This is an optimization exercise on Yosys and OpenROAD, whose aim is small area, not a production implementation.
The RTL was checked by simulation tests, not by an equivalence proof against the original design.
Power figures rest on the tool's default switching activity, not on a simulated workload.

==> design/flow/design.v <==
module bb_sync (
    input  wire        clk,
    input  wire        rst,           
    input  wire        cmd_valid,
    output wire        cmd_ready,
    input  wire [31:0] cmd_data,
    output wire        kbc_rd,
    output wire        kbc_port,      
    input  wire        kbc_ack,
    input  wire [7:0]  kbc_rdata,
    output wire        rec_valid,
    input  wire        rec_ready,
    output wire [31:0] rec_data
);
    localparam [3:0] POLL_BUDGET = 4'd10;
    localparam ST_OBF     = 0;
    localparam ST_AUX     = 5;
    localparam ST_TIMEOUT = 6;
    localparam ST_PARITY  = 7;
    localparam [7:0] EXT_PREFIX = 8'hE0;
    localparam SUM_W = 16;         
    localparam [1:0] CH_KBD   = 2'd0;
    localparam [1:0] CH_MOUSE = 2'd1;
    localparam [1:0] CH_CTRL  = 2'd2;
    localparam [7:0] E_POLL_TIMEOUT = 8'h01;
    localparam [7:0] E_PARITY       = 8'h02;
    localparam [7:0] E_CTRL_TIMEOUT = 8'h03;
    localparam [7:0] E_WRONG_ORIGIN = 8'h04;
    localparam [7:0] E_SYNC         = 8'h05;
    localparam [7:0] E_ILLEGAL_OP   = 8'h06;
    localparam [2:0] G_IDLE     = 3'd0;
    localparam [2:0] G_STROKE_1 = 3'd1;
    localparam [2:0] G_APEX     = 3'd2;
    localparam [2:0] G_STROKE_2 = 3'd3;
    localparam [2:0] G_COMPLETE = 3'd4;
    localparam [3:0] S_IDLE   = 4'd0;
    localparam [3:0] S_DECODE = 4'd1;
    localparam [3:0] S_POLL   = 4'd2;
    localparam [3:0] S_DATA   = 4'd3;
    localparam [3:0] S_KREASM = 4'd4;
    localparam [3:0] S_MREASM = 4'd5;
    localparam [3:0] S_GSTEP  = 4'd6;
    localparam [3:0] S_EMIT   = 4'd7;
    localparam [3:0] S_FINISH = 4'd8;
    reg  [1:0]  sub_r;             
    reg         kbd_pending;
    reg  [7:0]  kbd_prefix;
    reg  [1:0]  mouse_slot;
    reg  [7:0]  mouse_b0, mouse_b1, mouse_b2;
    reg         mouse_xs, mouse_ys;
    reg  [8:0]  mouse_dx, mouse_dy;
    reg  [2:0]  gest_state;
    reg  [SUM_W-1:0] x_sum, y_sum;
    reg  [7:0]  gest_xlen, gest_tol;
    reg  [3:0]  state;
    reg  [3:0]  emit_next;         
    reg  [31:0] op;                
    reg  [1:0]  ch;                
    reg         mouse_queued;      
    reg  [3:0]  poll_cnt;
    reg  [7:0]  status_r;          
    reg  [7:0]  byte_r;            
    reg  [31:0] rec_r;
    reg  [2:0]  g_btn;             
    reg  [8:0]  g_dx, g_dy;
    assign cmd_ready = (state == S_IDLE);
    assign kbc_rd    = (state == S_POLL) || (state == S_DATA);
    assign kbc_port  = (state == S_DATA);
    assign rec_valid = (state == S_EMIT);
    assign rec_data  = rec_r;
    wire [7:0]  opc = op[31:24];
    wire op_nop        = (opc == 8'h00) && (op[23:0]  == 24'd0);
    wire op_sub        = (opc == 8'h01) && (op[23:1]  == 23'd0);
    wire op_unsub      = (opc == 8'h02) && (op[23:1]  == 23'd0);
    wire op_irq        = (opc == 8'h03) && (op[23:8]  == 16'd0);
    wire op_kbd_int    = (opc == 8'h10) && (op[23:0]  == 24'd0);
    wire op_kbd_reasm  = (opc == 8'h11) && (op[23:8]  == 16'd0);
    wire op_mouse_int  = (opc == 8'h20) && (op[23:0]  == 24'd0);
    wire op_mouse_reasm= (opc == 8'h21) && (op[23:8]  == 16'd0);
    wire op_gest_step  = (opc == 8'h30) && (op[5:3]   == 3'd0);
    wire op_gest_reset = (opc == 8'h31) && (op[23:0]  == 24'd0);
    wire op_gest_cfg   = (opc == 8'h32) && (op[23:16] == 8'd0);
    function [31:0] key_rec(input len2, input [7:0] by0, input [7:0] by1, input [7:0] last);
        key_rec = {8'h81, 6'd0, len2, ~last[7], by1, by0};
    endfunction
    function [31:0] discard_rec(input [1:0] c, input [7:0] code);
        discard_rec = {8'h84, 14'd0, c, code};
    endfunction
    wire        g_lb = g_btn[0];
    wire        g_rb = g_btn[1];
    wire        g_mb = g_btn[2];
    wire        left_only  =  g_lb && !g_rb && !g_mb;
    wire        right_only = !g_lb &&  g_rb && !g_mb;
    wire        released   = !g_lb && !g_rb && !g_mb;
    wire signed [10:0] dx_s   = {{2{g_dx[8]}}, g_dx};
    wire signed [10:0] dy_s   = {{2{g_dy[8]}}, g_dy};
    wire signed [10:0] tol_s  = {3'd0, gest_tol};
    wire signed [10:0] ntol_s = -tol_s;
    wire signed [10:0] adx_s  = dx_s[10] ? -dx_s : dx_s;
    wire signed [10:0] ady_s  = dy_s[10] ? -dy_s : dy_s;
    wire [SUM_W-1:0] x_add = x_sum + {{(SUM_W-9){g_dx[8]}}, g_dx};
    wire [SUM_W-1:0] y_add = y_sum + {{(SUM_W-9){g_dy[8]}}, g_dy};
    wire [SUM_W-1:0] x_clamp_pos = x_add[SUM_W-1] ? {SUM_W{1'b0}} : x_add;    
    wire [SUM_W-1:0] y_clamp_pos = y_add[SUM_W-1] ? {SUM_W{1'b0}} : y_add;    
    wire [SUM_W-1:0] y_clamp_neg = y_add[SUM_W-1] ? y_add : {SUM_W{1'b0}};    
    wire signed [SUM_W:0] xs_w   = {x_sum[SUM_W-1], x_sum};
    wire signed [SUM_W:0] ys_w   = {y_sum[SUM_W-1], y_sum};
    wire signed [SUM_W:0] nys_w  = -ys_w;
    wire signed [SUM_W:0] xlen_w = {{(SUM_W-7){1'b0}}, gest_xlen};
    wire x_long   = (xs_w >= xlen_w);
    wire y_steep  = (ys_w > xs_w);
    wire ny_steep = (nys_w > xs_w);
    reg  [2:0]  g_next_state;
    reg  [SUM_W-1:0] g_next_x, g_next_y;
    reg         g_done;
    always @(*) begin
        g_next_state = gest_state;
        g_next_x     = x_sum;
        g_next_y     = y_sum;
        g_done       = 1'b0;
        case (gest_state)
            G_IDLE: begin
                if (left_only) begin
                    g_next_state = G_STROKE_1; g_next_x = {SUM_W{1'b0}}; g_next_y = {SUM_W{1'b0}};
                end
            end
            G_STROKE_1: begin
                if (left_only) begin
                    if (dx_s < ntol_s || dy_s < ntol_s) begin
                        g_next_state = G_IDLE; g_next_x = {SUM_W{1'b0}}; g_next_y = {SUM_W{1'b0}};
                    end else begin
                        g_next_x = x_clamp_pos;
                        g_next_y = y_clamp_pos;
                    end
                end else if (released) begin
                    if (x_long && y_steep) g_next_state = G_APEX;
                    else                   g_next_state = G_IDLE;
                    g_next_x = {SUM_W{1'b0}}; g_next_y = {SUM_W{1'b0}};
                end else begin
                    g_next_state = G_IDLE; g_next_x = {SUM_W{1'b0}}; g_next_y = {SUM_W{1'b0}};
                end
            end
            G_APEX: begin
                if (g_lb || g_mb || adx_s > tol_s || ady_s > tol_s) begin
                    g_next_state = G_IDLE; g_next_x = {SUM_W{1'b0}}; g_next_y = {SUM_W{1'b0}};
                end else if (g_rb) begin
                    g_next_state = G_STROKE_2; g_next_x = {SUM_W{1'b0}}; g_next_y = {SUM_W{1'b0}};
                end
            end
            G_STROKE_2: begin
                if (right_only) begin
                    if (dx_s < ntol_s || dy_s > tol_s) begin
                        g_next_state = G_IDLE; g_next_x = {SUM_W{1'b0}}; g_next_y = {SUM_W{1'b0}};
                    end else begin
                        g_next_x = x_clamp_pos;
                        g_next_y = y_clamp_neg;
                    end
                end else if (released) begin
                    if (x_long && ny_steep) begin
                        g_next_state = G_COMPLETE;
                        g_done       = 1'b1;
                    end else begin
                        g_next_state = G_IDLE;
                    end
                    g_next_x = {SUM_W{1'b0}}; g_next_y = {SUM_W{1'b0}};
                end else begin
                    g_next_state = G_IDLE; g_next_x = {SUM_W{1'b0}}; g_next_y = {SUM_W{1'b0}};
                end
            end
            default: ;  
        endcase
    end
    wire [8:0] slot1_dx = {mouse_xs, byte_r};
    wire [8:0] slot2_dy = {mouse_ys, byte_r};
    always @(posedge clk) begin
        if (rst) begin
            sub_r        <= 2'b00;
            kbd_pending  <= 1'b0;
            kbd_prefix   <= 8'h00;
            mouse_slot   <= 2'd0;
            mouse_b0     <= 8'h00;
            mouse_b1     <= 8'h00;
            mouse_b2     <= 8'h00;
            mouse_xs     <= 1'b0;
            mouse_ys     <= 1'b0;
            mouse_dx     <= 9'd0;
            mouse_dy     <= 9'd0;
            gest_state   <= G_IDLE;
            x_sum        <= {SUM_W{1'b0}};
            y_sum        <= {SUM_W{1'b0}};
            gest_xlen    <= 8'h00;
            gest_tol     <= 8'h00;
            state        <= S_IDLE;
            emit_next    <= S_IDLE;
            op           <= 32'd0;
            ch           <= CH_KBD;
            mouse_queued <= 1'b0;
            poll_cnt     <= 4'd0;
            status_r     <= 8'h00;
            byte_r       <= 8'h00;
            rec_r        <= 32'd0;
            g_btn        <= 3'd0;
            g_dx         <= 9'd0;
            g_dy         <= 9'd0;
        end else begin
            case (state)
                S_IDLE: begin
                    if (cmd_valid) begin
                        op    <= cmd_data;
                        state <= S_DECODE;
                    end
                end
                S_DECODE: begin
                    mouse_queued <= 1'b0;
                    poll_cnt     <= 4'd0;
                    if (op_nop) begin
                        state <= S_IDLE;
                    end else if (op_sub) begin
                        if (op[0]) sub_r[1] <= 1'b1; else sub_r[0] <= 1'b1;
                        state <= S_IDLE;
                    end else if (op_unsub) begin
                        if (op[0]) sub_r[1] <= 1'b0; else sub_r[0] <= 1'b0;
                        state <= S_IDLE;
                    end else if (op_irq) begin
                        mouse_queued <= op[1] && sub_r[1];
                        if (op[0] && sub_r[0]) begin
                            ch    <= CH_KBD;
                            state <= S_POLL;
                        end else begin
                            state <= S_FINISH;
                        end
                    end else if (op_kbd_int) begin
                        ch    <= CH_KBD;
                        state <= S_POLL;
                    end else if (op_kbd_reasm) begin
                        byte_r <= op[7:0];
                        state  <= S_KREASM;
                    end else if (op_mouse_int) begin
                        ch    <= CH_MOUSE;
                        state <= S_POLL;
                    end else if (op_mouse_reasm) begin
                        byte_r <= op[7:0];
                        state  <= S_MREASM;
                    end else if (op_gest_step) begin
                        g_btn <= op[2:0];
                        g_dx  <= op[14:6];
                        g_dy  <= op[23:15];
                        state <= S_GSTEP;
                    end else if (op_gest_reset) begin
                        gest_state <= G_IDLE;
                        x_sum      <= {SUM_W{1'b0}};
                        y_sum      <= {SUM_W{1'b0}};
                        state      <= S_IDLE;
                    end else if (op_gest_cfg) begin
                        gest_xlen <= op[7:0];
                        gest_tol  <= op[15:8];
                        state     <= S_IDLE;
                    end else begin
                        rec_r     <= discard_rec(CH_CTRL, E_ILLEGAL_OP);
                        emit_next <= S_IDLE;
                        state     <= S_EMIT;
                    end
                end
                S_POLL: begin
                    if (kbc_ack) begin
                        if (kbc_rdata[ST_OBF]) begin
                            status_r <= kbc_rdata;
                            state    <= S_DATA;
                        end else if (poll_cnt == POLL_BUDGET - 4'd1) begin
                            rec_r     <= discard_rec(ch, E_POLL_TIMEOUT);
                            emit_next <= S_FINISH;
                            state     <= S_EMIT;
                        end else begin
                            poll_cnt <= poll_cnt + 4'd1;
                        end
                    end
                end
                S_DATA: begin
                    if (kbc_ack) begin
                        byte_r <= kbc_rdata;
                        if (status_r[ST_PARITY]) begin
                            rec_r     <= discard_rec(ch, E_PARITY);
                            emit_next <= S_FINISH;
                            state     <= S_EMIT;
                        end else if (status_r[ST_TIMEOUT]) begin
                            rec_r     <= discard_rec(ch, E_CTRL_TIMEOUT);
                            emit_next <= S_FINISH;
                            state     <= S_EMIT;
                        end else if (status_r[ST_AUX] != (ch == CH_MOUSE)) begin
                            rec_r     <= discard_rec(ch, E_WRONG_ORIGIN);
                            emit_next <= S_FINISH;
                            state     <= S_EMIT;
                        end else if (ch == CH_MOUSE) begin
                            state <= S_MREASM;
                        end else begin
                            state <= S_KREASM;
                        end
                    end
                end
                S_KREASM: begin
                    if (byte_r == EXT_PREFIX) begin
                        kbd_prefix  <= byte_r;
                        kbd_pending <= 1'b1;
                        state       <= S_FINISH;
                    end else if (kbd_pending) begin
                        kbd_pending <= 1'b0;
                        rec_r       <= key_rec(1'b1, kbd_prefix, byte_r, byte_r);
                        emit_next   <= S_FINISH;
                        state       <= S_EMIT;
                    end else begin
                        rec_r     <= key_rec(1'b0, byte_r, 8'h00, byte_r);
                        emit_next <= S_FINISH;
                        state     <= S_EMIT;
                    end
                end
                S_MREASM: begin
                    case (mouse_slot)
                        2'd0: begin
                            if (!byte_r[3]) begin
                                rec_r     <= discard_rec(CH_MOUSE, E_SYNC);
                                emit_next <= S_FINISH;
                                state     <= S_EMIT;
                            end else begin
                                mouse_b0   <= byte_r;
                                mouse_xs   <= byte_r[4];
                                mouse_ys   <= byte_r[5];
                                mouse_slot <= 2'd1;
                                state      <= S_FINISH;
                            end
                        end
                        2'd1: begin
                            mouse_b1   <= byte_r;
                            mouse_dx   <= slot1_dx;
                            mouse_slot <= 2'd2;
                            state      <= S_FINISH;
                        end
                        default: begin
                            mouse_b2   <= byte_r;
                            mouse_dy   <= slot2_dy;
                            mouse_slot <= 2'd0;
                            rec_r      <= {8'h82, byte_r, mouse_b1, mouse_b0};
                            g_btn      <= mouse_b0[2:0];
                            g_dx       <= mouse_dx;
                            g_dy       <= slot2_dy;
                            emit_next  <= S_GSTEP;
                            state      <= S_EMIT;
                        end
                    endcase
                end
                S_GSTEP: begin
                    gest_state <= g_next_state;
                    x_sum      <= g_next_x;
                    y_sum      <= g_next_y;
                    if (g_done) begin
                        rec_r     <= 32'h8300_0000;
                        emit_next <= S_FINISH;
                        state     <= S_EMIT;
                    end else begin
                        state <= S_FINISH;
                    end
                end
                S_EMIT: begin
                    if (rec_ready) state <= emit_next;
                end
                S_FINISH: begin
                    if (mouse_queued) begin
                        mouse_queued <= 1'b0;
                        ch           <= CH_MOUSE;
                        poll_cnt     <= 4'd0;
                        state        <= S_POLL;
                    end else begin
                        state <= S_IDLE;
                    end
                end
                default: state <= S_IDLE;
            endcase
        end
    end
endmodule
==> design/flow/run.sh <==
#!/bin/bash
# synth_recipe.tcl (not shown) runs the flow's synth.tcl, then flattens the netlist and writes it again
# the make line also repeats each setting of config.mk as NAME=value (left out here)
make -C /OpenROAD-flow-scripts/flow DESIGN_CONFIG=/design/flow/config.mk WORK_HOME=/design/flow/orfs CLKGATE_MAP_FILE= SYNTH_SCRIPT=/design/flow/synth_recipe.tcl finish
==> design/flow/config.mk <==
export PLATFORM = sky130hd
export DESIGN_NAME = bb_sync
export DESIGN_NICKNAME = bb_sync
export VERILOG_FILES = /design/flow/design.v
export SDC_FILE = /design/flow/constraint.sdc
export NUM_CORES = 4
export LEC_CHECK = 0
export CAP_MARGIN = 20
export CORE_MARGIN = 2
export CORE_UTILIZATION = 40
export SLEW_MARGIN = 20
==> design/flow/constraint.sdc <==
create_clock -name core_clock -period 8.0 [get_ports {clk}]
set_input_delay 1.6000 -clock core_clock [delete_from_list [all_inputs] [get_ports {clk}]]
set_output_delay 1.6000 -clock core_clock [all_outputs]
set_load 0.01 [all_outputs]
==> impl_results.md <==
* Post-DP HPWL at 25400 um
* Multi-input gate area at 7700 um^2
* Simple-gate share of the synthesized area at 0.192
* Seq/Total Area, Yosys at 0.306
* Crit-path cells: or4_1, nor4b_1, nand2_1, xnor2_1, ha_1, nand4_1, nor2_1, a211o_1, a2111oi_0, o21a_1, o21ai_2, a21oi_1, a211oi_1
* Die H at 177 um
* XOR/XNOR Fraction of Synth Area at 0.0437
* Compound-gate portion of the synthesized area at 0.207
* Reg area at 3680 um^2
* Final worst slack at 3590 ps
* Reg2Reg Depth at 13
* Post-synth EDFFs at 0
* Max-Cap Viols at 0
* Antenna-violating nets left at 0
* Asr flop ratio synth at 0
* PD cells at 214 nW/um^2
* Post-synthesis cell type count at 82
* Layout cell share with drive strength beyond 1 at 0.0555
* Core Area at 29600 um^2
* Commonest cells after routing, fill and taps aside: dfxtp_1, nor2_1, nand2_1
* TritonCTS clock tree: yes
* Synth warn at 1
* Setup tns final at 0 ps
* Port bufs at 76
* #FFs+latches synth at 184
* First-pass DRT Iterations at 5
* Max-slew headroom at 0.246
* Clk buf depth at 2
* Clock latency (worst-skew pair) at 440 ps
* Critical path required time at 8350 ps
* Die X at 177 um
* Routed WL at 33700 um
* Synth top area cells: dfxtp_1, ha_1, mux2i_1
* Htree depth at 4
* Layout area overhead at 13.0%
* Launch point of the worst path: y_sum[2]
* Primary FF master, synth: dfxtp_1
* Largest family of logic cells by synthesized area: compound AO/OA/AOI/OAI gates
* Initial Util at 0.406
* Slew Viols, Final at 0
* Worst Min Path Start: kbd_prefix[2]
* Total GRT Usage at 0.218
* Outcome: timing/DRC/antenna clean
* Share of the synthesized area in the top cell type at 0.306
* # clock sinks at 184
* Via count at 10500
* Row count at 63
* First DRT Iteration DRCs at 749
* Fmax at 227 MHz
* Resized Gates After CTS at 0
* GP Congestion at 0.905
* R2r startpoint: y_sum[2]
* Worst-margin pin slew at 1130 ps
* Pin count of the biggest net entering global routing at 93
* Worst reg2reg endpoint: rec_r[15]
* Grt total ovfl at 0
* ANT cells at 0
* Worst VDD drop at 0.218 mV
* DIE AREA at 31500 um^2
* WL/cell at 18.1 um
* Synth Area in Adders at 0.125
* Setup CP Type: register to register
* Period Utilization, post-route at 0.551
* First-pass GRT wire length at 54300 um
* Clock Skew at 19.8 ps
* Crit start category: register
* Worst reg2reg setup slack at 3590 ps
* CTS buffer count at 17
* Post-Synthesis Cells at 1433
* Unrepaired setup endpoints after global routing: no
* I/O pins at 81
* Commonest non-fill, non-tap cell in the layout: dfxtp_1
* Fillers at 2948
* Min-Delay Path Class: register to register
* CP Capture Type: register
* Final hold vios at 0
* Vias per cell at 5.62
* Initial antenna violation count at 0
* Worst Setup EP: rec_r[15]
* Crit-path max cell delay at 910 ps
* # Post-CTS Setup Buffers at 0
* Lkg Pwr at 5.33 nW
* Final Setup Violations at 0
* NumNets Final at 1629
* Worst Path Arrival at 4750 ps
* Mux share of post-synthesis cell area at 0.0700
* Post-synthesis average cell area at 8.39 um^2
* Syn Std Cell Area at 12000 um^2
* Hold_buf cts at 0
* Clk pin slew, worst setup/hold paths at 90 ps
* CTS root buffer: clkbuf_16
* Fin crit period at 4410 ps
* Cell taking the most area after synthesis: dfxtp_1
* Drt drc at 0
* Highest-delay cell along the critical path: o21ai_2
* Number of global-route vias before repair at 9973
* Worst-path fanout max at 24
* Place WS at 3270 ps
cell families (layout without fill, tap and decap cells):
kind of cell,Yosys count,in the layout
flip-flops,184,184
AO/OA/AOI/OAI,366,366
XOR/XNOR,60,60
AND/OR/NAND/NOR,480,480
adder cells (fa/ha/maj),119,119
buffers and inverters,139,181
multiplexers,84,84
other,1,4
power breakdown:
group / switching, mW / total [mW] / internal (mW)
Clock: 0.429 / 0.913 / 0.484
Combinational: 0.471 / 0.831 / 0.360
Sequential: 0.140 / 1.16 / 1.02
registers in the layout (all words and copies together) (netlist names):
| register | flops |
|---|---|
| op | 32 |
| mouse_dx | 9 |
| mouse_slot | 2 |
| byte_r | 8 |
| poll_cnt | 4 |
| gest_tol | 8 |
| gest_xlen | 8 |
| ch | 1 |
| rec_r | 28 |
| mouse_b0 | 8 |
| gest_state | 3 |
| kbd_prefix | 8 |
| g_dy | 9 |
| mouse_queued | 1 |
| x_sum | 15 |
| g_dx | 9 |
| g_btn | 3 |
| state | 4 |
| sub_r | 2 |
| emit_next | 2 |
| status_r | 3 |
| y_sum | 16 |
| kbd_pending | 1 |
synthesized netlist by cell type (5+ instances only):
| cell | count |
|---|---|
| a211o_1 | 5 |
| a211oi_1 | 47 |
| a211oi_2 | 5 |
| a21o_1 | 26 |
| a21oi_1 | 111 |
| a21oi_2 | 5 |
| a221oi_1 | 5 |
| a22o_1 | 24 |
| a22oi_1 | 10 |
| a31oi_1 | 6 |
| and2_1 | 8 |
| and4_1 | 5 |
| buf_4 | 6 |
| buf_6 | 8 |
| clkbuf_1 | 52 |
| dfxtp_1 | 184 |
| ha_1 | 117 |
| inv_1 | 60 |
| mux2i_1 | 83 |
| nand2_1 | 137 |
| nand2b_1 | 21 |
| nand3_1 | 20 |
| nand3b_1 | 15 |
| nand4_1 | 15 |
| nor2_1 | 151 |
| nor2b_1 | 12 |
| nor3_1 | 40 |
| nor3b_1 | 5 |
| nor4_1 | 15 |
| o211ai_1 | 8 |
| o21a_1 | 13 |
| o21ai_0 | 44 |
| o21bai_1 | 6 |
| o31ai_1 | 8 |
| or4_1 | 10 |
| xnor2_1 | 43 |
| xor2_1 | 17 |
routing by layer:
metal  vias to the layer above  track usage  part of all wire
met1                      4951        0.292              0.47
li1                       5253            -                 -
met4                         0       0.0697             0.026
met2                       242        0.359              0.46
met5                         -            0                 0
met3                        52       0.0351             0.038
worst max-delay path, delay by kind of cell (launching register included):
| family | cells | cell delay, ps |
|---|---|---|
| flops | 1 | 400 |
| compound gates | 6 | 1890 |
| fa+ha+maj | 1 | 290 |
| simple gates | 5 | 1570 |
| xor+xnor | 1 | 160 |
stage by stage:
step | power, mW | cells | hold WS (ps) | area [um^2] | util
after floorplan | 1.73 | 1436 | 426 | 12000 | -
after global placement | 1.99 | 1836 | 446 | 13000 | 0.437
after detailed placement | 2.00 | 1836 | 451 | 13000 | 0.437
after CTS | 2.92 | 1868 | 475 | 13600 | 0.458
after global routing | 3.06 | 1868 | 479 | 13600 | 0.459
final | 2.91 | 1868 | 466 | 13600 | 0.459
worst min-delay path by stage:
stage	to	slack [ps]	cells past startpoint
2_1_floorplan	mouse_b0[3]	430	2
3_3_place_gp	kbd_prefix[2]	450	1
3_5_place_dp	kbd_prefix[2]	450	1
4_1_cts	kbd_prefix[2]	470	1
5_1_grt	mouse_b0[3]	480	2
6_report	kbd_prefix[2]	470	1
final cells by class:
class                           count  area share
Clock buffer                       18      0.0316
Clock inverter                     14      0.0152
Inverter                           60      0.0166
Multi-Input combinational cell   1113       0.567
Sequential cell                   184       0.271
Tap cell                          390      0.0359
Timing Repair Buffer               89      0.0630

## re-timing with driven ports
In the flow no input, the clock included, has a driving cell. The finished layout below was timed again as built, in two steps.
Step 1, drivers: a clkbuf_16 drives clk and a buf_2 each remaining input, both assumed.
Step 2 also shifts input and output timing later by t, the mid clock arrival at the registers, as if the neighbouring blocks saw the same clock.
Three values: no drivers, after step 1, after step 2; two values: the first two.
t (ns): 0.485
setup slack, ns: 3.593 / 3.593 / 3.230
worst setup path after step 2: input to register
cell pins on the clock port's net: 1
After both steps setup and hold are still met in this run. For this run, drivers alone change the setup slack by 0.000 ns; drivers and shift together by -0.363 ns.
